Background: an optimization exercise with open tools, aiming at small area, a short achievable clock period and few clock cycles per item. Do not read the settings as production practice. At most, simulation tests tie the RTL to the original design; equivalence was not proved. Only the layout flow was run in runs 1 to 3; the RTL was not checked for function there. No activity file was given, so power comes from the tool's default toggle rates.

## flow/design.v

```verilog
module cobsr_encoder (
    input  wire       clk,
    input  wire       rst,         
    input  wire       in_valid,
    output wire       in_ready,
    input  wire [7:0] in_data,
    input  wire       in_last,
    output wire       out_valid,
    input  wire       out_ready,
    output wire [7:0] out_data,
    output wire       out_last
);
    localparam integer N  = 256;   
    localparam integer Q  = 8;     
    localparam integer QB = 3;     
    localparam integer K  = 63;    
    localparam integer LQ = 4;     
    reg  [7:0] ring [0:N-1];
    wire [7:0] tap = ring[N-1];    
    reg        tap_mk;             
    reg        wr_en;
    reg        wr_mk;              
    integer i;
    always @(posedge clk) begin
        ring[0] <= !wr_en ? tap : (wr_mk ? 8'h00 : ad);
        for (i = 1; i < N; i = i + 1)
            ring[i] <= ring[i-1];
        tap_mk <= (ring[N-2] == 8'h00);
    end
    reg  [7:0] acc;                
    reg  [7:0] wp;                 
    reg  [7:0] rp;                 
    reg        w_at, r_at;         
    reg        empty, full;        
    wire [7:0] acc1 = acc + 8'd1;
    wire [63:0] mk;
    assign mk[0] = 1'b0;
    genvar g;
    generate
        for (g = 1; g < 64; g = g + 1) begin : g_mk
            assign mk[g] = (ring[N-2-g] == 8'h00);
        end
    endgenerate
    function [6:0] first1;
        input [63:0] m;
        reg   [63:0]  vv;
        reg   [383:0] ix;              
        integer l, k;
        begin
            vv = m;
            ix = 384'd0;
            for (l = 0; l < 6; l = l + 1) begin
                for (k = 0; k < 32; k = k + 1) begin
                    if (k < (32 >> l)) begin
                        ix[6*k +: 6] = vv[2*k] ? ix[12*k +: 6]
                                               : (ix[12*k+6 +: 6] | (6'd1 << l));
                        vv[k] = vv[2*k] | vv[2*k+1];
                    end
                end
            end
            first1 = {vv[0], ix[5:0]};
        end
    endfunction
    wire [6:0] near = first1(mk);
    reg  [7:0] lq [0:LQ-1];
    reg  [1:0] lq_hd, lq_tl;
    reg        lq_push;
    reg  [7:0] code_r;             
    reg        near_r;             
    reg        closed_r;           
    reg        av, bv;
    reg  [7:0] ad, bd;
    reg        al, bl;
    reg        az, bz;             
    assign in_ready = !bv;
    wire take_in = in_valid && !bv;
    reg  consume;
    reg        msg_open;           
    reg        dpend;              
    reg  [7:0] rl1;                
    reg        full_run;           
    reg  [7:0] cur_c;              
    reg  [7:0] fin_f;              
    reg  [7:0] q_f [0:Q-1];
    reg  [7:0] q_v [0:Q-1];        
    reg  [QB-1:0] q_hd, q_tl;
    reg        q_empty;
    reg  [QB:0]   nfl;             
    reg        fl_full;            
    reg        q_push, q_pop;
    reg  [7:0] push_f;
    reg  [7:0] push_v;
    reg        ov, sv;
    reg  [7:0] od, sd;
    reg        ol, sl;
    assign out_valid = ov;
    assign out_data  = od;
    assign out_last  = ol;
    wire take_out = ov && out_ready;
    reg        ofinal;             
    wire [7:0] hd_f = q_f[q_hd];
    wire [7:0] hd_v = q_v[q_hd];
    wire fin_now = !q_empty && (hd_f == acc);
    wire rd      = r_at && !empty && !sv && (!tap_mk || ofinal || closed_r);
    reg  [7:0] rd_byte;
    reg        rd_last;
    always @* begin
        if (!tap_mk) begin
            rd_byte = tap;
            rd_last = 1'b0;
        end else if (ofinal) begin
            rd_byte = 8'h00;
            rd_last = 1'b1;
        end else begin
            rd_byte = (fin_now && hd_v != 8'h00) ? hd_v : code_r;
            rd_last = 1'b0;
        end
    end
    wire can_wr = w_at && (!full || !sv);
    wire reduce = al && !az && (ad > rl1);
    always @* begin
        wr_en   = 1'b0;
        wr_mk   = 1'b1;
        consume = 1'b0;
        q_push  = 1'b0;
        push_f  = fin_f;
        push_v  = 8'h00;
        if (can_wr) begin
            if (dpend) begin
                wr_en  = 1'b1;
                q_push = 1'b1;
            end else if (av && !msg_open) begin
                wr_en  = !fl_full;
            end else if (av && full_run) begin
                wr_en  = 1'b1;
            end else if (av) begin
                wr_en   = 1'b1;
                consume = 1'b1;
                wr_mk   = az || reduce;
                if (reduce) begin
                    q_push = 1'b1;
                    push_f = cur_c;
                    push_v = ad;
                end
            end
        end
    end
    always @* lq_push = wr_en && msg_open && wr_mk && (rl1 > K);
    wire inc_c = wr_en && !rd;
    wire dec_c = rd && !wr_en;
    wire [7:0] wp1 = wp + 8'd1;
    wire [7:0] rp1 = rp + 8'd1;
    wire start = wr_en && !dpend && !msg_open;
    always @(posedge clk) begin
        closed_r <= !(msg_open && cur_c == acc1 && !(wr_en && wr_mk));
        near_r   <= near[6];
        code_r   <= near[6] ? {2'b00, near[5:0]}
                  : (lq_hd == lq_tl) ? rl1 : lq[lq_hd];
        if (rst) begin
            acc      <= 8'd0;
            wp       <= 8'd0;
            rp       <= 8'd0;
            w_at     <= 1'b1;
            r_at     <= 1'b1;
            empty    <= 1'b1;
            full     <= 1'b0;
            av       <= 1'b0;
            bv       <= 1'b0;
            msg_open <= 1'b0;
            dpend    <= 1'b0;
            q_hd     <= {QB{1'b0}};
            lq_hd    <= 2'd0;
            lq_tl    <= 2'd0;
            q_tl     <= {QB{1'b0}};
            q_empty  <= 1'b1;
            nfl      <= {(QB+1){1'b0}};
            fl_full  <= 1'b0;
            ov       <= 1'b0;
            sv       <= 1'b0;
            ofinal   <= 1'b0;
        end else begin
            acc <= acc1;
            if (wr_en) wp <= wp1;
            if (rd)    rp <= rp1;
            if (empty && !wr_en) begin
                wp <= acc1;
                rp <= acc1;
            end
            w_at <= wr_en || empty || (wp == acc1);
            r_at <= rd || (empty && !wr_en) || (rp == acc1);
            if (inc_c) begin
                empty <= 1'b0;
                full  <= (wp1 == rp);
            end else if (dec_c) begin
                empty <= (rp1 == wp);
                full  <= 1'b0;
            end
            if (consume) begin
                if (bv) begin
                    ad <= bd; al <= bl; az <= bz; bv <= 1'b0;
                end else if (take_in) begin
                    ad <= in_data; al <= in_last; az <= (in_data == 8'h00);
                end else begin
                    av <= 1'b0;
                end
            end else if (take_in) begin
                if (av) begin
                    bd <= in_data; bl <= in_last; bz <= (in_data == 8'h00);
                    bv <= 1'b1;
                end else begin
                    ad <= in_data; al <= in_last; az <= (in_data == 8'h00);
                    av <= 1'b1;
                end
            end
            if (wr_en) begin
                if (dpend) begin
                    dpend    <= 1'b0;
                    msg_open <= 1'b0;
                end else if (!msg_open || !consume || az) begin
                    msg_open <= 1'b1;
                    cur_c    <= wp;
                    rl1      <= 8'd1;
                    full_run <= 1'b0;
                    if (consume && al) begin
                        dpend <= 1'b1;
                        fin_f <= wp;
                    end
                end else if (reduce) begin
                    msg_open <= 1'b0;
                end else begin
                    rl1      <= rl1 + 8'd1;
                    full_run <= (rl1 == 8'd254);
                    if (al) begin
                        dpend <= 1'b1;
                        fin_f <= cur_c;
                    end
                end
            end
            if (q_push) begin
                q_f[q_tl] <= push_f;
                q_v[q_tl] <= push_v;
                q_tl      <= q_tl + 1'b1;
            end
            if (q_pop)
                q_hd <= q_hd + 1'b1;
            if (q_push && !q_pop)
                q_empty <= 1'b0;
            else if (q_pop && !q_push)
                q_empty <= (q_hd + 1'b1 == q_tl);
            if (start && !q_pop) begin
                nfl     <= nfl + 1'b1;
                fl_full <= (nfl == Q - 1);
            end else if (q_pop && !start) begin
                nfl     <= nfl - 1'b1;
                fl_full <= 1'b0;
            end
            if (rd && tap_mk)
                ofinal <= !ofinal && fin_now;
            if (lq_push) begin
                lq[lq_tl] <= rl1;
                lq_tl     <= lq_tl + 2'd1;
            end
            if (rd && tap_mk && !ofinal && !near_r)
                lq_hd <= lq_hd + 2'd1;
            if (sv) begin
                if (take_out) begin
                    od <= sd; ol <= sl; sv <= 1'b0;
                end
            end else if (rd) begin
                if (!ov || take_out) begin
                    od <= rd_byte; ol <= rd_last; ov <= 1'b1;
                end else begin
                    sd <= rd_byte; sl <= rd_last; sv <= 1'b1;
                end
            end else if (take_out) begin
                ov <= 1'b0;
            end
        end
    end
    always @* q_pop = rd && tap_mk && ofinal;
endmodule
```

## flow/flow/run.sh

```bash
#!/bin/bash
set -euo pipefail
export SETUP_SLACK_MARGIN=6.6
bash standard.sh > standard_flow.log 2>&1
```

## flow/standard.sh

```bash
#!/bin/bash
# synth_recipe.tcl (not shown) runs the flow's synth.tcl, then flattens the netlist and writes it again
# the make line also repeats each setting of config.mk as NAME=value (left out here)
make -C /OpenROAD-flow-scripts/flow DESIGN_CONFIG=/design/flow/config.mk WORK_HOME=/design/flow/orfs CLKGATE_MAP_FILE= SYNTH_SCRIPT=/design/flow/synth_recipe.tcl "${@:-finish}"
```

## flow/config.mk

```make
export PLATFORM = sky130hd
export DESIGN_NAME = cobsr_encoder
export DESIGN_NICKNAME = cobsr_encoder
export VERILOG_FILES = /design/flow/design.v
export SDC_FILE = /design/flow/constraint.sdc
export NUM_CORES = 4
export LEC_CHECK = 0
export CAP_MARGIN = 20
export CORE_MARGIN = 2
export CORE_UTILIZATION = 65
export CTS_CLUSTER_DIAMETER = 100
export CTS_CLUSTER_SIZE = 30
export PLACE_DENSITY = 0.75
export SLEW_MARGIN = 20
```

## flow/constraint.sdc

```tcl
create_clock -name core_clock -period 9.0 [get_ports {clk}]
set_input_delay 1.8000 -clock core_clock [delete_from_list [all_inputs] [get_ports {clk}]]
set_output_delay 1.8000 -clock core_clock [all_outputs]
set_load 0.01 [all_outputs]
```

==> metrics.md, run 1 <==
| Metric | Value |
|---|---|
| Clk_skew | 0.0239 ns |
| Clk slew on worst S/H paths | 0.11 ns |
| Max VDD drop | around 0.20 mV |
| DRC viols | 0 |
| Final wirelength | 84700 um |
| Wire length of the first global-routing pass | 132000 um |
| Gr ovfl total | 0 |
| Startpoint types | flip-flop |
| Clock Latency Late Sink | roughly 0.66 ns |
| Antenna Nets Post-Route | 0 |
| Crit path buf inv count | 1 |
| Min cycle time layout | 3.22 ns |
| Cell variety after synth | 66 |
| Nets@finish | 3492 |
| Final-report setup violation count | 0 |
| DR iter-0 viols | between 1500 and 2000 |
| Endpoint class of the critical path | primary output |
| Ant diodes | 0 |
| Fillcell total | between 5000 and 6000 |
| Setup TNS | 0 ns |
| Yosys top cell by area | dfxtp_1 |
| Slew Limit Fails | 0 |
| DR vias | between 20000 and 25000 |
| Compound-Gate Fraction of Synth Area | 0.0175 |
| Area of the core | 84900 um^2 |
| Final hold viol count | 0 |
| Combinational share of power | 0.026 |
| Routed vias/inst | around 5.1 |
| Status | no timing/DRC/antenna violations |
| Post-synthesis mux area share | 0.0266 |
| Simple-gate share of the synthesized area | 0.0452 |
| Post-synth top cells | dfxtp_1 (2115), edfxtp_1 (223), nand2_1 (126), nor4_1 (115), nor2_1 (95) |
| Synth Area in XOR/XNOR | 0.0133 |
| NetSw | 0.00317 W |
| Final instance area | 61500 um^2 |
| 1st-pass router iterations | 7 |
| TritonCTS clock tree | built |
| Leak | approximately 23 nW |
| Worst slew pin tran | around 0.74 ns |
| Sw Ratio | 0.198 |
| Initial Utilization | 0.653 |
| Die Ht | approximately 300 um |
| Largest family of logic cells by synthesized area | simple AND/OR/NAND/NOR gates |
| Yosys reg bits | 2338 |
| Seq pwr share | 0.682 |
| Cells after synthesis | 3265 |
| WL per Instance | between 15 and 20 um |
| Top-count cell post-synth | dfxtp_1 |
| GRT Overall Usage | 0.191 |
| H-tree Lvls | 3 |
| Die ar. | 87600 um^2 |
| IO Port Bufs | 23 |
| Row Count | about 110 |
| DP HPWL | about 47000 um |
| Routability cong. | 0.870 |
| Largest net degree at the start of global routing | 59 |
| Post-synthesis sequential area ratio | 0.885 |
| CP max stage cell | edfxtp_1 |
| Clock sink total | around 2300 |
| Area contributors post-synth | dfxtp_1 (76%), edfxtp_1 (12%), mux4_2 (1.5%) |
| Min-Delay Path Class | reg -> reg |
| Cell Chain, Critical Path | buf_6 |
| EDFF count, synth | 223 |
| Pwr dens | roughly 260 nW/um^2 |
| Fmax | 311 MHz |
| Syn. warnings | 2 |
| I/O pin cnt | 24 |
| Post-synthesis adder-cell area fraction | 0.00601 |
| Crit path arrival time | 1.42 ns |
| Synth Flop Type | dfxtp_1 |
| Slew HR | 0.502 |
| Crit path largest cell delay | 0.56 ns |
| Vias in the first global route | 24033 |
| Max Cap Violations | 0 |
| Async S/R FF share, synth | 0 |
| Share of cells above drive strength 1 | 0.127 |
| Clock Path Buffers | 3 |
| Root buffer cell | clkbuf_16 |
| CP top delay family | flip-flops |
| Die width | 296 um |
| CP required | approximately 7 ns |
| Post-route core utilization | 0.725 |
| Initial antenna violation count | 1 |
| Clock network fraction of total power | 0.292 |
| Top-area cell type share of the netlist area | 0.764 |
| Placed Area | 57200 um^2 |
| CTS hold repair buffers | 0 |
| Fin crit share | 0.357 |
| CTS buffer count | 87 |
| Area grow syn2layout | 11.0% |
| Syn_area_per_cell | 17.0 um^2 |
| Kind of critical path | reg -> out |
| Pint | 0.0129 W |
| Net Count, Synth | 3304 |
| RSZ-0062 raised after global routing | true |
| Maximum fanout along the worst path | 1 |
| Post-synth design cell area | 55400 um^2 |
[power by group through the flow]
stage | clock [W] | sequential (W) | combinational (W)
final | 0.00467 | 0.0109 | 0.000418
after global routing | 0.00513 | 0.0110 | 0.000448
after floorplan | 0 | 0.0111 | 0.000244
after CTS | 0.00479 | 0.0109 | 0.000374
after detailed placement | 0 | 0.0112 | 0.000307
after global placement | 0 | 0.0112 | 0.000301
[logic make-up after synthesis]
family | Yosys count
compound gates | 151
xor+xnor | 84
fa+ha+maj | 26
buf+inv | 91
flops | 2338
mux | 92
simple gates | 483
[stage by stage]
step / instances / hold slack, ns / total power [W] / setup slack (ns)
finish: 4615 / 0.325 / 0.0160 / 5.78
global route: 4615 / 0.326 / 0.0165 / 5.75
CTS: 4572 / 0.326 / 0.0161 / 5.76
detailed placement: 4388 / 0.312 / 0.0115 / 4.96
global placement: 4388 / 0.310 / 0.0115 / 5.11
floorplan: 3265 / 0.310 / 0.0113 / 5.91
[cell type report]
type                            instances  area [um^2]  area share
Inverter                               41          184     0.00299
Tap cell                             1144         1430      0.0233
Clock buffer                          105         2340      0.0380
Multi-Input combinational cell        840         6840       0.111
Sequential cell                      2338        49100       0.798
Timing Repair Buffer                  145         1610      0.0262
Clock inverter                          2         32.5    0.000529
[worst paths after layout]
kind / depth (start not counted) / endpoint / from / slack [ns]
setup / recovery: 1 / out_data[1] / od[1] / 5.78
hold / removal: 0 / ring[111][4] / ring[110][4] / 0.33
setup reg to reg: 10 / od[2] / flip-flop / 6.01
hold reg to reg: 0 / ring[111][4] / ring[110][4] / 0.33
[registers in the layout (all words and copies together) (netlist names), 3 cells and up, named ones only]
| register | flops |
|---|---|
| acc | 8 |
| ad | 8 |
| bd | 8 |
| code_r | 8 |
| cur_c | 8 |
| fin_f | 8 |
| lq | 32 |
| nfl | 4 |
| od | 8 |
| q_f | 64 |
| q_hd | 3 |
| q_tl | 3 |
| q_v | 64 |
| ring | 2048 |
| rl1 | 8 |
| rp | 8 |
| sd | 8 |
| wp | 8 |
[what timing repair did]
action | 4_1_cts | 5_1_grt
setup buffers | 69 | 37
setup endpoints to repair | 435 | 360
endpoints found under the hold margin | 0 | 0
cloned | 8 | 6
gates resized for setup | 180 | 79
pin swaps | 41 | 40
[layout by cell type (no fill, tap or decap), types with 9 or more instances in the layout]
cell / count
buf_12: 16
nor2_1: 78
nand2_1: 123
nor2_2: 11
nand3_1: 21
dfxtp_1: 2103
a21o_1: 12
xor2_1: 29
o21ai_0: 19
mux2_4: 11
a21oi_1: 41
clkbuf_16: 98
dfxtp_4: 9
nor4_1: 107
or4_1: 23
ha_1: 17
mux4_2: 37
mux2_2: 19
xnor2_1: 51
buf_6: 28
clkbuf_1: 13
inv_1: 25
mux2i_1: 17
edfxtp_1: 223
buf_4: 74
nand4_1: 18
and3_1: 10
[per-layer routing]
metal / up-vias / share of wire / GRT usage
li1: 11262 / - / -
met1: 11344 / 0.46 / 0.266
met2: 556 / 0.47 / 0.314
met3: 176 / 0.044 / 0.0280
met4: 0 / 0.028 / 0.0626
met5: - / 0 / 0
==> inputs of run 2 (changes only) <==
--- a/flow/design.v
+++ b/flow/design.v
@@ -13,3 +13,3 @@
     localparam integer N  = 256;   
-    localparam integer Q  = 8;     
+    localparam integer Q  = 7;     
     localparam integer QB = 3;     
@@ -82,3 +82,2 @@
     reg  [7:0] cur_c;              
-    reg  [7:0] fin_f;              
     reg  [7:0] q_f [0:Q-1];
@@ -100,2 +99,6 @@
     reg        ofinal;             
+    function [QB-1:0] qinc;
+        input [QB-1:0] x;
+        qinc = (x == Q - 1) ? {QB{1'b0}} : x + 1'b1;
+    endfunction
     wire [7:0] hd_f = q_f[q_hd];
@@ -125,4 +128,4 @@
         q_push  = 1'b0;
-        push_f  = fin_f;
-        push_v  = 8'h00;
+        push_f  = az ? wp : cur_c;
+        push_v  = reduce ? ad : 8'h00;
         if (can_wr) begin
@@ -130,3 +133,2 @@
                 wr_en  = 1'b1;
-                q_push = 1'b1;
             end else if (av && !msg_open) begin
@@ -139,7 +141,3 @@
                 wr_mk   = az || reduce;
-                if (reduce) begin
-                    q_push = 1'b1;
-                    push_f = cur_c;
-                    push_v = ad;
-                end
+                q_push  = al;
             end
@@ -178,2 +176,4 @@
             ov       <= 1'b0;
+            od       <= 8'h00;
+            ol       <= 1'b0;
             sv       <= 1'b0;
@@ -223,6 +223,4 @@
                     full_run <= 1'b0;
-                    if (consume && al) begin
+                    if (consume && al)
                         dpend <= 1'b1;
-                        fin_f <= wp;
-                    end
                 end else if (reduce) begin
@@ -232,6 +230,4 @@
                     full_run <= (rl1 == 8'd254);
-                    if (al) begin
+                    if (al)
                         dpend <= 1'b1;
-                        fin_f <= cur_c;
-                    end
                 end
@@ -241,6 +237,6 @@
                 q_v[q_tl] <= push_v;
-                q_tl      <= q_tl + 1'b1;
+                q_tl      <= qinc(q_tl);
             end
             if (q_pop)
-                q_hd <= q_hd + 1'b1;
+                q_hd <= qinc(q_hd);
             if (q_push && !q_pop)
@@ -248,3 +244,3 @@
             else if (q_pop && !q_push)
-                q_empty <= (q_hd + 1'b1 == q_tl);
+                q_empty <= (qinc(q_hd) == q_tl);
             if (start && !q_pop) begin
@@ -279,3 +275,3 @@
     end
-    always @* q_pop = rd && tap_mk && ofinal;
+    always @* q_pop = rd && tap_mk && !ofinal && fin_now;
 endmodule
==> run 2 against run 1 <==
Global-route usage increased by 1.0 points. Sequential share of layout area decreased by 0.22 points. Power decreased by 2.4%. Critical path type is now reg -> reg. Register-to-register slack got worse by 0.64 ns. Non-clock buffer count decreased by 5. Still clean. Clock skew increased by 0.0064 ns. Via count increased by 0.98%.
==> metrics.md, run 2 <==
| Metric | Value |
|---|---|
| Yosys top cell by area | dfxtp_1 (unchanged) |
| Area contributors post-synth | dfxtp_1 (78%), edfxtp_1 (10%), nor4_1 (1.4%) (was dfxtp_1 (76%), edfxtp_1 (12%), mux4_2 (1.5%)) |
| Clock Path Buffers | 3 (unchanged) |
| Nets@finish | 3509 (was 3492) |
| Largest net degree at the start of global routing | 49 (was 59) |
| Post-synth design cell area | 54700 um^2 (was 55400 um^2) |
| Sw Ratio | 0.204 (was 0.198) |
| CP top delay family | simple AND/OR/NAND/NOR gates (was flip-flops) |
| Fin crit share | 0.404 (was 0.357) |
| Die ar. | 86600 um^2 (was 87600 um^2) |
| Non-Filler Instances | 4569 (was 4615) |
| Most common cell after layout, fill and taps aside | dfxtp_1 (unchanged) |
| H-tree Lvls | 3 (unchanged) |
| RSZ-0062 raised after global routing | true (unchanged) |
| Min cycle time layout | 3.63 ns (was 3.22 ns) |
| Die Ht | 294 um (was 296 um) |
| Biggest regs | ring (2048), q_f (56), q_v (56) (was ring (2048), q_f (64), q_v (64)) |
| Post-synthesis sequential area ratio | 0.881 (was 0.885) |
| Slew Limit Fails | 0 (unchanged) |
| Max Cap Violations | 0 (unchanged) |
| TritonCTS clock tree | built (unchanged) |
| Gr ovfl total | 0 (unchanged) |
| Min-Delay Path Class | reg -> reg (unchanged) |
| Worst slew pin tran | 0.667 ns (was 0.742 ns) |
| Initial antenna violation count | 0 (was 1) |
| Top-count cell post-synth | dfxtp_1 (unchanged) |
| Final wirelength | 86900 um (was 84700 um) |
| Startpoint types | flip-flop (unchanged) |
| Die width | 294 um (was 296 um) |
| Area grow syn2layout | 10.9% (was 11.0%) |
| Root buffer cell | clkbuf_16 (unchanged) |
| Crit path arrival time | 4.26 ns (was 1.42 ns) |
| Net Count, Synth | 3333 (was 3304) |
| Top reg by flops | ring (unchanged) |
| Slew HR | 0.554 (was 0.502) |
| Setup TNS | 0 ns (unchanged) |
| CP required | 9.63 ns (was 7.20 ns) |
| Worst Slack Setup Final | 5.37 ns (was 5.78 ns) |
| Pre-CTS setup slack | 4.53 ns (was 4.96 ns) |
| IO Port Bufs | 23 (unchanged) |
| Wire length of the first global-routing pass | 138000 um (was 132000 um) |
| Worst Hold Slack | 0.318 ns (was 0.325 ns) |
| Max VDD drop | 0.241 mV (was 0.196 mV) |
| Endpoint class of the critical path | flip-flop (was primary output) |
| Yosys reg bits | 2314 (was 2338) |
| Inst Count DP | 4353 (was 4388) |
| Clock Latency Late Sink | 0.68 ns (was 0.66 ns) |
| Ant diodes | 0 (unchanged) |
| Clk_skew | 0.0303 ns (was 0.0239 ns) |
| GRT Overall Usage | 0.202 (was 0.191) |
| Syn_area_per_cell | 16.6 um^2 (was 17.0 um^2) |
| Cells after synthesis | 3296 (was 3265) |
| Pwr dens | 258 nW/um^2 (was 260 nW/um^2) |
| Final hold viol count | 0 (unchanged) |
| Routability cong. | 0.840 (was 0.870) |
| DP HPWL | 47300 um (was 47200 um) |
| Kind of critical path | reg -> reg (was reg -> out) |
| Pint | 0.0124 W (was 0.0129 W) |
| DRC viols | 0 (unchanged) |
| Initial Utilization | 0.655 (was 0.653) |
| Fmax | 275 MHz (was 311 MHz) |
| Leak | 23.1 nW (was 23.4 nW) |
| Commonest cells after routing, fill and taps aside | dfxtp_1 (2096), edfxtp_1 (190), nand2_1 (114) (was dfxtp_1 (2103), edfxtp_1 (223), nand2_1 (123)) |
| Status | no timing/DRC/antenna violations (unchanged) |
| Top-area cell type share of the netlist area | 0.777 (was 0.764) |
| CTS hold repair buffers | 0 (unchanged) |
| Cell variety after synth | 73 (was 66) |
| CTS buffer count | 87 (unchanged) |
| Clk slew on worst S/H paths | 0.12 ns (was 0.11 ns) |
| WL per Instance | 19.0 um (was 18.4 um) |
| Routed vias/inst | 5.16 (was 5.06) |
| CP max stage cell | dfxtp_4 (was edfxtp_1) |
| Antenna Nets Post-Route | 0 (unchanged) |
| NetSw | 0.00319 W (was 0.00317 W) |
| Share of cells above drive strength 1 | 0.130 (was 0.127) |
| Cell Chain, Critical Path | buf_6, mux2_4, o211a_1, or3_4, a211oi_4, and4_4, nand3_4, ha_4, inv_4, ha_4, a21o_1, a21oi_2, xnor2_2, or3_4, a21oi_2 (was buf_6) |
| Syn. warnings | 2 (unchanged) |
| Final-report setup violation count | 0 (unchanged) |
| I/O pin cnt | 24 (unchanged) |
| Crit path largest cell delay | 0.45 ns (was 0.56 ns) |
| Clock sink total | 2314 (was 2338) |
| DR iter-0 viols | 1697 (was 1682) |
| Maximum fanout along the worst path | 8 (was 1) |
| Post-synth top cells | dfxtp_1 (2124), edfxtp_1 (190), nor4_1 (122), nand2_1 (120), nor2_1 (94) (was dfxtp_1 (2115), edfxtp_1 (223), nand2_1 (126), nor4_1 (115), nor2_1 (95)) |
| EDFF count, synth | 190 (was 223) |
| DR vias | 23567 (was 23338) |
| Vias in the first global route | 24893 (was 24033) |
| Clock network fraction of total power | 0.299 (was 0.292) |
| Combinational share of power | 0.029 (was 0.026) |
| Async S/R FF share, synth | 0 (unchanged) |
| Max reg flops | 2048 (unchanged) |
| Seq pwr share | 0.672 (was 0.682) |
| Synth Flop Type | dfxtp_1 (unchanged) |
| 1st-pass router iterations | 5 (was 7) |
| Crit path buf inv count | 2 (was 1) |
| Area of the core | 83600 um^2 (was 84900 um^2) |
| Row Count | 106 (was 107) |
[run 2: cell count changes after synthesis, moves of 12 or more]
cell,previous run,this run
nand2b_1,6,20
nor3_1,10,29
and3_1,22,10
mux4_2,37,17
xnor2_1,52,38
edfxtp_1,223,190
[run 2: per-stage QoR]
stage                     total power [W]  cell area, um^2  utilization
after floorplan                    0.0110            55200            -
after global placement             0.0110            56500        0.676
after detailed placement           0.0111            56500        0.676
after CTS                          0.0157            60100        0.719
after global routing               0.0161            60700        0.726
final                              0.0156            60700        0.726
[run 2: final cells by class]
type / instances / area [um^2]
clock buffers: 99 / 2240
clock inverters: 7 / 126
fillers: 4830 / 22900
inverters: 33 / 149
multi-input cells: 896 / 7100
flip-flops and latches: 2314 / 48300
well taps: 1080 / 1350
repair buffers: 140 / 1430
[run 2: path summary, 6_finish.rpt]
path                 from           end  slack (ns)  cells past startpoint
max             flip-flop        nfl[3]        5.37                     15
min reg2reg  ring[145][2]  ring[146][2]        0.32                      0
min          ring[145][2]  ring[146][2]        0.32                      0
max reg2reg     flip-flop        nfl[3]        5.37                     15
[run 2: kinds of logic (layout without fill, tap and decap cells)]
kind of cell               count (synthesis)  count (layout)  share of synthesized area
adders and majority gates                 24              24                    0.00562
and+or+nand+nor                          519             519                     0.0491
muxes                                     72              72                     0.0199
buffers and inverters                     86             279                    0.00649
DFF                                     2314            2314                      0.881
AOI/OAI and AO/OA                        214             214                     0.0271
xor gates and xnor gates                  67              67                     0.0107
[run 2: routing by layer]
metal  up-vias  track usage  share of wire
met5         -            0              0
met4         0       0.0718          0.031
met3       180       0.0285          0.036
met2       496        0.341           0.49
met1     11518        0.268           0.44
li1      11373            -              -
[run 2: what timing repair did]
item                       in CTS  in global routing
cloned                          5                  1
resized for setup             214                 81
setup endpoints to repair     346                243
pin swaps                      44                 62
buffers inserted               74                 30
[run 2: power groups by stage]
| stage | combinational [W] | clock, W | sequential (W) |
|---|---|---|---|
| final | 0.000456 | 0.00467 | 0.0105 |
| after global routing | 0.000484 | 0.00510 | 0.0105 |
| after CTS | 0.000419 | 0.00479 | 0.0105 |
| after detailed placement | 0.000331 | 0 | 0.0107 |
| after global placement | 0.000321 | 0 | 0.0107 |
| after floorplan | 0.000259 | 0 | 0.0107 |
==> inputs of run 3 (changes only) <==
==> flow/flow/run.sh (replaced) <==
#!/bin/bash
set -euo pipefail
export SETUP_SLACK_MARGIN=6.8
bash standard.sh > standard_flow.log 2>&1
--- a/flow/config.mk
+++ b/flow/config.mk
@@ -9,6 +9,6 @@
 export CORE_MARGIN = 2
-export CORE_UTILIZATION = 65
+export CORE_UTILIZATION = 75
 export CTS_CLUSTER_DIAMETER = 100
 export CTS_CLUSTER_SIZE = 30
-export PLACE_DENSITY = 0.75
+export PLACE_DENSITY = 0.85
 export SLEW_MARGIN = 20
==> run 3 against run 2 <==
The run now fails in global routing (5_1_grt). Synthesized cell count unchanged. Area after synthesis unchanged.
==> metrics.md, run 3 <==
| Metric | Value |
|---|---|
| Status | stopped before the end (was no timing/DRC/antenna violations) |
| Stopping stage | global routing (5_1_grt) |
| Log Error | [ERROR GRT-0232] Routing congestion too high. Check the congestion heatmap in the GUI. |
| Clock sink total | 2314 (unchanged) |
| H-tree Lvls | 3 (unchanged) |
| Gr ovfl total | 28 |
| Async S/R FF share, synth | 0 (unchanged) |
| Pre-CTS setup slack | 4.72 ns (was 4.53 ns) |
| Clock Path Buffers | 3 (unchanged) |
| Post-synthesis sequential area ratio | 0.881 (unchanged) |
| Yosys reg bits | 2314 (unchanged) |
| Row Count | 99 (was 106) |
| DP HPWL | 62400 um (was 47300 um) |
| Initial Utilization | 0.754 (was 0.655) |
| Syn_area_per_cell | 16.6 um^2 (unchanged) |
| Net Count, Synth | 3333 (unchanged) |
| Simple-gate share of the synthesized area | 0.0491 (unchanged) |
| Post-synth top cells | dfxtp_1 (2124), edfxtp_1 (190), nor4_1 (122), nand2_1 (120), nor2_1 (94) (unchanged) |
| Root buffer cell | clkbuf_16 (unchanged) |
| Largest net degree at the start of global routing | 32 |
| Area contributors post-synth | dfxtp_1 (78%), edfxtp_1 (10%), nor4_1 (1.4%) (unchanged) |
| Inst Count DP | 4231 (was 4353) |
| Worst setup endpoint GRT | nfl[3]$_SDFFE_PP0P_/D |
| Post-synthesis adder-cell area fraction | 0.00562 (unchanged) |
| Placed Area | 56500 um^2 (about the same) |
| Top-area cell type share of the netlist area | 0.777 (unchanged) |
| IO Port Bufs | 23 (unchanged) |
| Top-count cell post-synth | dfxtp_1 (unchanged) |
| Post-synth design cell area | 54700 um^2 (unchanged) |
| Compound-Gate Fraction of Synth Area | 0.0271 (unchanged) |
| EDFF count, synth | 190 (unchanged) |
| CTS buffer count | 87 (unchanged) |
| Kind of the worst endpoint | register input |
| Syn. warnings | 2 (unchanged) |
| Die width | 274 um (was 294 um) |
| GRT Overall Usage | 0.566 |
| Synth Area in XOR/XNOR | 0.0107 (unchanged) |
| Synth Flop Type | dfxtp_1 (unchanged) |
| Die Ht | 274 um (was 294 um) |
| I/O pin cnt | 24 (unchanged) |
| Cell variety after synth | 73 (unchanged) |
| Cells after synthesis | 3296 (unchanged) |
| Routability cong. | 0.879 (was 0.840) |
| Largest family of logic cells by synthesized area | simple AND/OR/NAND/NOR gates (unchanged) |
| Yosys top cell by area | dfxtp_1 (unchanged) |
| Post-synthesis mux area share | 0.0199 (unchanged) |
[run 3: metrics by stage]
step / utilization / power (W)
global placement: 0.778 / 0.0111
detailed placement: 0.778 / 0.0111
floorplan: - / 0.0110
CTS: 0.840 / 0.0159
[run 3: routing by layer]
| metal | track usage | GRT overflow |
|---|---|---|
| met5 | 0.194 | 0 |
| met4 | 0.501 | 10 |
| met3 | 0.373 | 2 |
| met2 | 0.779 | 16 |
| met1 | 0.567 | 0 |
[run 3: kinds of logic after synthesis]
kind of cell / after synthesis
muxes: 72
buffers and inverters: 86
AOI/OAI and AO/OA: 214
adders and majority gates: 24
DFF: 2314
and+or+nand+nor: 519
xor gates and xnor gates: 67
[run 3: worst min path at each step]
| stage | startpoint | endpoint | slack [ns] | cells past startpoint |
|---|---|---|---|---|
| 2_1_floorplan | ring[99][0] | ring[100][0] | 0.31 | 0 |
| 3_5_place_dp | ring[137][5] | ring[138][5] | 0.31 | 0 |
| 4_1_cts | ring[178][1] | ring[179][1] | 0.31 | 0 |
| 3_3_place_gp | ring[60][2] | ring[61][2] | 0.31 | 0 |
[run 3: what timing repair did]
| item | 4_1_cts |
|---|---|
| hold buffers | 0 |
| cloned | 7 |
| pin swaps | 68 |
| setup endpoints to repair | 367 |
| resized for setup | 296 |
| setup buffers | 119 |
[run 3: power groups by stage]
stage / clock network (W) / registers (W) / logic (W)
after floorplan: 0 / 0.0107 / 0.000275
after CTS: 0.00491 / 0.0105 / 0.000479
after detailed placement: 0 / 0.0107 / 0.000349
after global placement: 0 / 0.0107 / 0.000333
==> inputs of run 4 (changes only) <==
--- a/flow/design.v
+++ b/flow/design.v
@@ -12,4 +12,4 @@
 );
-    localparam integer N  = 256;   
-    localparam integer Q  = 7;     
+    localparam integer N  = 257;   
+    localparam integer Q  = 8;     
     localparam integer QB = 3;     
@@ -17,2 +17,6 @@
     localparam integer LQ = 4;     
+    function [8:0] inc;            
+        input [8:0] x;
+        inc = (x == N - 1) ? 9'd0 : x + 9'd1;
+    endfunction
     reg  [7:0] ring [0:N-1];
@@ -29,8 +33,8 @@
     end
-    reg  [7:0] acc;                
-    reg  [7:0] wp;                 
-    reg  [7:0] rp;                 
+    reg  [8:0] acc;                
+    reg  [8:0] wp;                 
+    reg  [8:0] rp;                 
     reg        w_at, r_at;         
     reg        empty, full;        
-    wire [7:0] acc1 = acc + 8'd1;
+    wire [8:0] acc1 = inc(acc);
     wire [63:0] mk;
@@ -81,4 +85,5 @@
     reg        full_run;           
-    reg  [7:0] cur_c;              
-    reg  [7:0] q_f [0:Q-1];
+    reg  [8:0] cur_c;              
+    reg  [8:0] fin_f;              
+    reg  [8:0] q_f [0:Q-1];
     reg  [7:0] q_v [0:Q-1];        
@@ -89,4 +94,7 @@
     reg        q_push, q_pop;
-    reg  [7:0] push_f;
+    reg  [8:0] push_f;
     reg  [7:0] push_v;
+    reg        pu_r;               
+    reg  [8:0] pu_f;
+    reg  [7:0] pu_v;
     reg        ov, sv;
@@ -99,7 +107,3 @@
     reg        ofinal;             
-    function [QB-1:0] qinc;
-        input [QB-1:0] x;
-        qinc = (x == Q - 1) ? {QB{1'b0}} : x + 1'b1;
-    endfunction
-    wire [7:0] hd_f = q_f[q_hd];
+    wire [8:0] hd_f = q_f[q_hd];
     wire [7:0] hd_v = q_v[q_hd];
@@ -128,4 +132,4 @@
         q_push  = 1'b0;
-        push_f  = az ? wp : cur_c;
-        push_v  = reduce ? ad : 8'h00;
+        push_f  = fin_f;
+        push_v  = 8'h00;
         if (can_wr) begin
@@ -133,2 +137,3 @@
                 wr_en  = 1'b1;
+                q_push = 1'b1;
             end else if (av && !msg_open) begin
@@ -141,3 +146,7 @@
                 wr_mk   = az || reduce;
-                q_push  = al;
+                if (reduce) begin
+                    q_push = 1'b1;
+                    push_f = cur_c;
+                    push_v = ad;
+                end
             end
@@ -148,14 +157,13 @@
     wire dec_c = rd && !wr_en;
-    wire [7:0] wp1 = wp + 8'd1;
-    wire [7:0] rp1 = rp + 8'd1;
+    wire [8:0] wp1 = inc(wp);
+    wire [8:0] rp1 = inc(rp);
     wire start = wr_en && !dpend && !msg_open;
     always @(posedge clk) begin
-        closed_r <= !(msg_open && cur_c == acc1 && !(wr_en && wr_mk));
+        closed_r <= !(msg_open && cur_c == acc1);
         near_r   <= near[6];
-        code_r   <= near[6] ? {2'b00, near[5:0]}
-                  : (lq_hd == lq_tl) ? rl1 : lq[lq_hd];
+        code_r   <= near[6] ? {2'b00, near[5:0]} : lq[lq_hd];
         if (rst) begin
-            acc      <= 8'd0;
-            wp       <= 8'd0;
-            rp       <= 8'd0;
+            acc      <= 9'd0;
+            wp       <= 9'd0;
+            rp       <= 9'd0;
             w_at     <= 1'b1;
@@ -175,5 +183,4 @@
             fl_full  <= 1'b0;
+            pu_r     <= 1'b0;
             ov       <= 1'b0;
-            od       <= 8'h00;
-            ol       <= 1'b0;
             sv       <= 1'b0;
@@ -223,4 +230,6 @@
                     full_run <= 1'b0;
-                    if (consume && al)
+                    if (consume && al) begin
                         dpend <= 1'b1;
+                        fin_f <= wp;
+                    end
                 end else if (reduce) begin
@@ -230,17 +239,22 @@
                     full_run <= (rl1 == 8'd254);
-                    if (al)
+                    if (al) begin
                         dpend <= 1'b1;
-                end
-            end
-            if (q_push) begin
-                q_f[q_tl] <= push_f;
-                q_v[q_tl] <= push_v;
-                q_tl      <= qinc(q_tl);
+                        fin_f <= cur_c;
+                    end
+                end
+            end
+            pu_r <= q_push;
+            pu_f <= push_f;
+            pu_v <= push_v;
+            if (pu_r) begin
+                q_f[q_tl] <= pu_f;
+                q_v[q_tl] <= pu_v;
+                q_tl      <= q_tl + 1'b1;
             end
             if (q_pop)
-                q_hd <= qinc(q_hd);
-            if (q_push && !q_pop)
+                q_hd <= q_hd + 1'b1;
+            if (pu_r && !q_pop)
                 q_empty <= 1'b0;
-            else if (q_pop && !q_push)
-                q_empty <= (qinc(q_hd) == q_tl);
+            else if (q_pop && !pu_r)
+                q_empty <= (q_hd + 1'b1 == q_tl);
             if (start && !q_pop) begin
@@ -275,3 +289,3 @@
     end
-    always @* q_pop = rd && tap_mk && !ofinal && fin_now;
+    always @* q_pop = rd && tap_mk && ofinal;
 endmodule
==> flow/flow/run.sh (replaced) <==
#!/bin/bash
set -euo pipefail
export SETUP_SLACK_MARGIN=6.6
bash standard.sh > standard_flow.log 2>&1
--- a/flow/config.mk
+++ b/flow/config.mk
@@ -9,6 +9,6 @@
 export CORE_MARGIN = 2
-export CORE_UTILIZATION = 75
+export CORE_UTILIZATION = 65
 export CTS_CLUSTER_DIAMETER = 100
 export CTS_CLUSTER_SIZE = 30
-export PLACE_DENSITY = 0.85
+export PLACE_DENSITY = 0.75
 export SLEW_MARGIN = 20
==> run 4 against run 3 <==
The run now finishes clean. Synthesized cell count is 3.7% higher. Area after synthesis up 4.5%.
==> metrics.md, run 4 <==
| Metric | Value |
|---|---|
| Cell Chain, Critical Path | buf_2 |
| Max reg flops | roughly 2100 |
| Die ar. | 90400 um^2 |
| DP HPWL | 49300 um (was 62400 um) |
| Syn. warnings | 2 (unchanged) |
| Most common cell after layout, fill and taps aside | dfxtp_1 |
| Crit path buf inv count | 1 |
| Min-Delay Path Class | reg -> reg |
| Status | no timing/DRC/antenna violations (was stopped before the end) |
| Final wirelength | 90200 um |
| Area contributors post-synth | dfxtp_1 (74%), edfxtp_1 (13%), nor4_1 (1.3%) (was dfxtp_1 (78%), edfxtp_1 (10%), nor4_1 (1.4%)) |
| Largest net degree at the start of global routing | 34 |
| Pwr dens | around 260 nW/um^2 |
| Top reg by flops | ring |
| Final-report setup violation count | 0 |
| Kind of critical path | reg -> out |
| Yosys top cell by area | dfxtp_1 (unchanged) |
| Min cycle time layout | roughly 3.1 ns |
| DRC viols | 0 |
| GRT Overall Usage | 0.200 |
| Share of cells above drive strength 1 | 0.119 |
| EDFF count, synth | 250 (was 190) |
| Wire length of the first global-routing pass | 143000 um |
| I/O pin cnt | 24 (unchanged) |
| Row Count | 108 (was 99) |
| Initial antenna violation count | 1 |
| Fin crit share | 0.349 |
| Clock Path Buffers | 3 (unchanged) |
| Final hold viol count | 0 |
| Slew Limit Fails | 0 |
| Initial Utilization | 0.657 (was 0.754) |
| Root buffer cell | clkbuf_16 (unchanged) |
| Die Ht | 301 um (was 274 um) |
| Cell variety after synth | 73 (unchanged) |
| TritonCTS clock tree | built |
| Antenna Nets Post-Route | 0 |
| Vias in the first global route | 25744 |
| Endpoint class of the critical path | primary output |
| FF-to-FF path depth | 11 |
| 1st-pass router iterations | 5 |
| IO Port Bufs | 23 (unchanged) |
| Slew HR | 0.413 |
| Crit path arrival time | 1.34 ns |
| Net Count, Synth | 3460 (was 3333) |
| Die width | 301 um (was 274 um) |
| Clock sink total | 2377 (was 2314) |
| Area of the core | roughly 87000 um^2 |
| Clk_skew | 0.0467 ns |
| Post-synth top cells | dfxtp_1 (2127), edfxtp_1 (250), nor2_1 (121), nor4_1 (116), nand2_1 (114) (was dfxtp_1 (2124), edfxtp_1 (190), nor4_1 (122), nand2_1 (120), nor2_1 (94)) |
| CP max stage cell | edfxtp_1 |
| Top-count cell post-synth | dfxtp_1 (unchanged) |
| Ant diodes | 0 |
| Post-synthesis sequential area ratio | 0.876 (was 0.881) |
| Async S/R FF share, synth | 0 (unchanged) |
| CTS hold repair buffers | 0 (unchanged) |
| CP top delay family | flip-flops |
| Routability cong. | 0.850 (was 0.879) |
| Design Power | 0.0162 W |
| Fmax | 318 MHz |
| Commonest cells after routing, fill and taps aside | dfxtp_1 (2114), edfxtp_1 (250), nor4_1 (112) |
| Nets@finish | 3630 |
| Startpoint types | flip-flop |
| Worst slew pin tran | 0.878 ns |
| Worst hold path depth | 0 |
| Max Cap Violations | 0 |
| Max VDD drop | 0.221 mV |
| Post-synth design cell area | 57200 um^2 (was 54700 um^2) |
| H-tree Lvls | 3 (unchanged) |
| Clock Latency Late Sink | 0.71 ns |
| Clk slew on worst S/H paths | 0.11 ns |
| Crit path largest cell delay | 0.49 ns |
| DR vias | 24544 |
| CTS buffer count | 89 (was 87) |
| Area grow syn2layout | 10.5% |
| Routed vias/inst | ~5.2 |
| Yosys reg bits | 2377 (was 2314) |
| Maximum fanout along the worst path | 1 |
| RSZ-0062 raised after global routing | true |
| Gr ovfl total | 0 |
| Biggest regs | ring (2056), q_f (72), q_v (64) |
| Setup TNS | 0 ns |
| Worst path depth | 1 |
| Syn_area_per_cell | 16.7 um^2 (was 16.6 um^2) |
| DR iter-0 viols | 1757 |
| Cells after synthesis | 3418 (was 3296) |
| Synth Flop Type | dfxtp_1 (unchanged) |
| Leak | 23.7 nW |
| WL per Instance | 18.9 um |
| Top-area cell type share of the netlist area | 0.745 (was 0.777) |
| CP required | 7.20 ns |
==> run 4: metrics by stage <==
stage | instances | setup slack (ns) | cell area (um^2) | hold slack, ns | util
after global routing | 4764 | 5.81 | 63200 | 0.318 | 0.726
final | 4764 | 5.86 | 63200 | 0.314 | 0.726
after detailed placement | 4543 | 4.80 | 58900 | 0.312 | 0.677
after floorplan | 3418 | 5.91 | 57500 | 0.310 | -
after global placement | 4541 | 4.93 | 58900 | 0.310 | 0.677
after CTS | 4731 | 5.81 | 62500 | 0.317 | 0.718
==> run 4: logic make-up after synthesis <==
logic type / after synthesis / share of synthesized area
fa+ha+maj: 29 / 0.00648
buf+inv: 99 / 0.00729
compound gates: 203 / 0.0244
flops: 2377 / 0.876
xor+xnor: 91 / 0.0139
simple gates: 532 / 0.0500
mux: 87 / 0.0220
==> run 4: what timing repair did <==
item | 4_1_cts | 5_1_grt
endpoints found under the setup margin | 356 | 219
cloned | 8 | 5
resized for setup | 167 | 76
pin swaps | 37 | 33
setup buffers | 68 | 28
==> run 4: area by class of cell <==
type | instances | area, um^2
clock inverter | 8 | 150
tap | 1155 | 1450
fill | 5091 | 23800
timing repair buffer | 137 | 1490
multi-input combinational | 944 | 7510
clock buffer | 104 | 2280
timing repair inverter | 1 | 8.76
sequential | 2377 | 50100
inverter | 38 | 179
==> run 4: final timing paths <==
path,startpoint,endpoint,slack (ns)
worst max register to register,flip-flop,od[0],6.10
worst min-delay path,ring[40][1],ring[41][1],0.31
worst min register to register,ring[40][1],ring[41][1],0.31
worst max-delay path,od[4],out_data[4],5.86
==> run 4: metal layers <==
layer,GRT usage,wire [um],vias to the layer above
met5,0,19,-
met4,0.0575,2300,2
met3,0.0302,4330,177
met2,0.327,42600,578
met1,0.282,40900,11939
li1,-,-,11848
==> run 4: report_power, final <==
part	internal, W	total [W]	switching, W
Combinational	0.000237	0.000505	0.000268
Sequential	0.0108	0.0108	0.0000863
Clock	0.00185	0.00481	0.00296
Total	0.0128	0.0162	0.00331
Testbench counts of run 4, summed over its fixed seeds: cycles 43,362, bytes 40,795.

==> static timing again, ports no longer ideal <==
In the flow no input, the clock included, has a driving cell. The finished layouts below were timed again as built, in two steps. Step 1: set_driving_cell puts a clkbuf_16 on clk and a buf_2 on each other input, an assumption about the parent block. Step 2, shift: input delay + t, output delay - t, t = (earliest + latest rising clock arrival at the registers) / 2. This alone moves slack from input paths to output paths. Three values: no drivers, after step 1, after step 2; two values: the first two.
run | shift t [ns] | slack for setup (ns) | worst data-port slew with drivers (ns)
run 1 | 0.726 | 5.783 / 5.712 / 5.764 | 0.06
run 2 | 0.730 | 5.367 / 5.367 / 5.367 | 0.17
run 4 | 0.752 | 5.857 / 5.788 / 5.682 | 0.19
After both steps setup and hold are still met in every run listed. The setup slack of run 4, which loses most, moves by -0.069 ns with the drivers and by -0.175 ns with both steps.
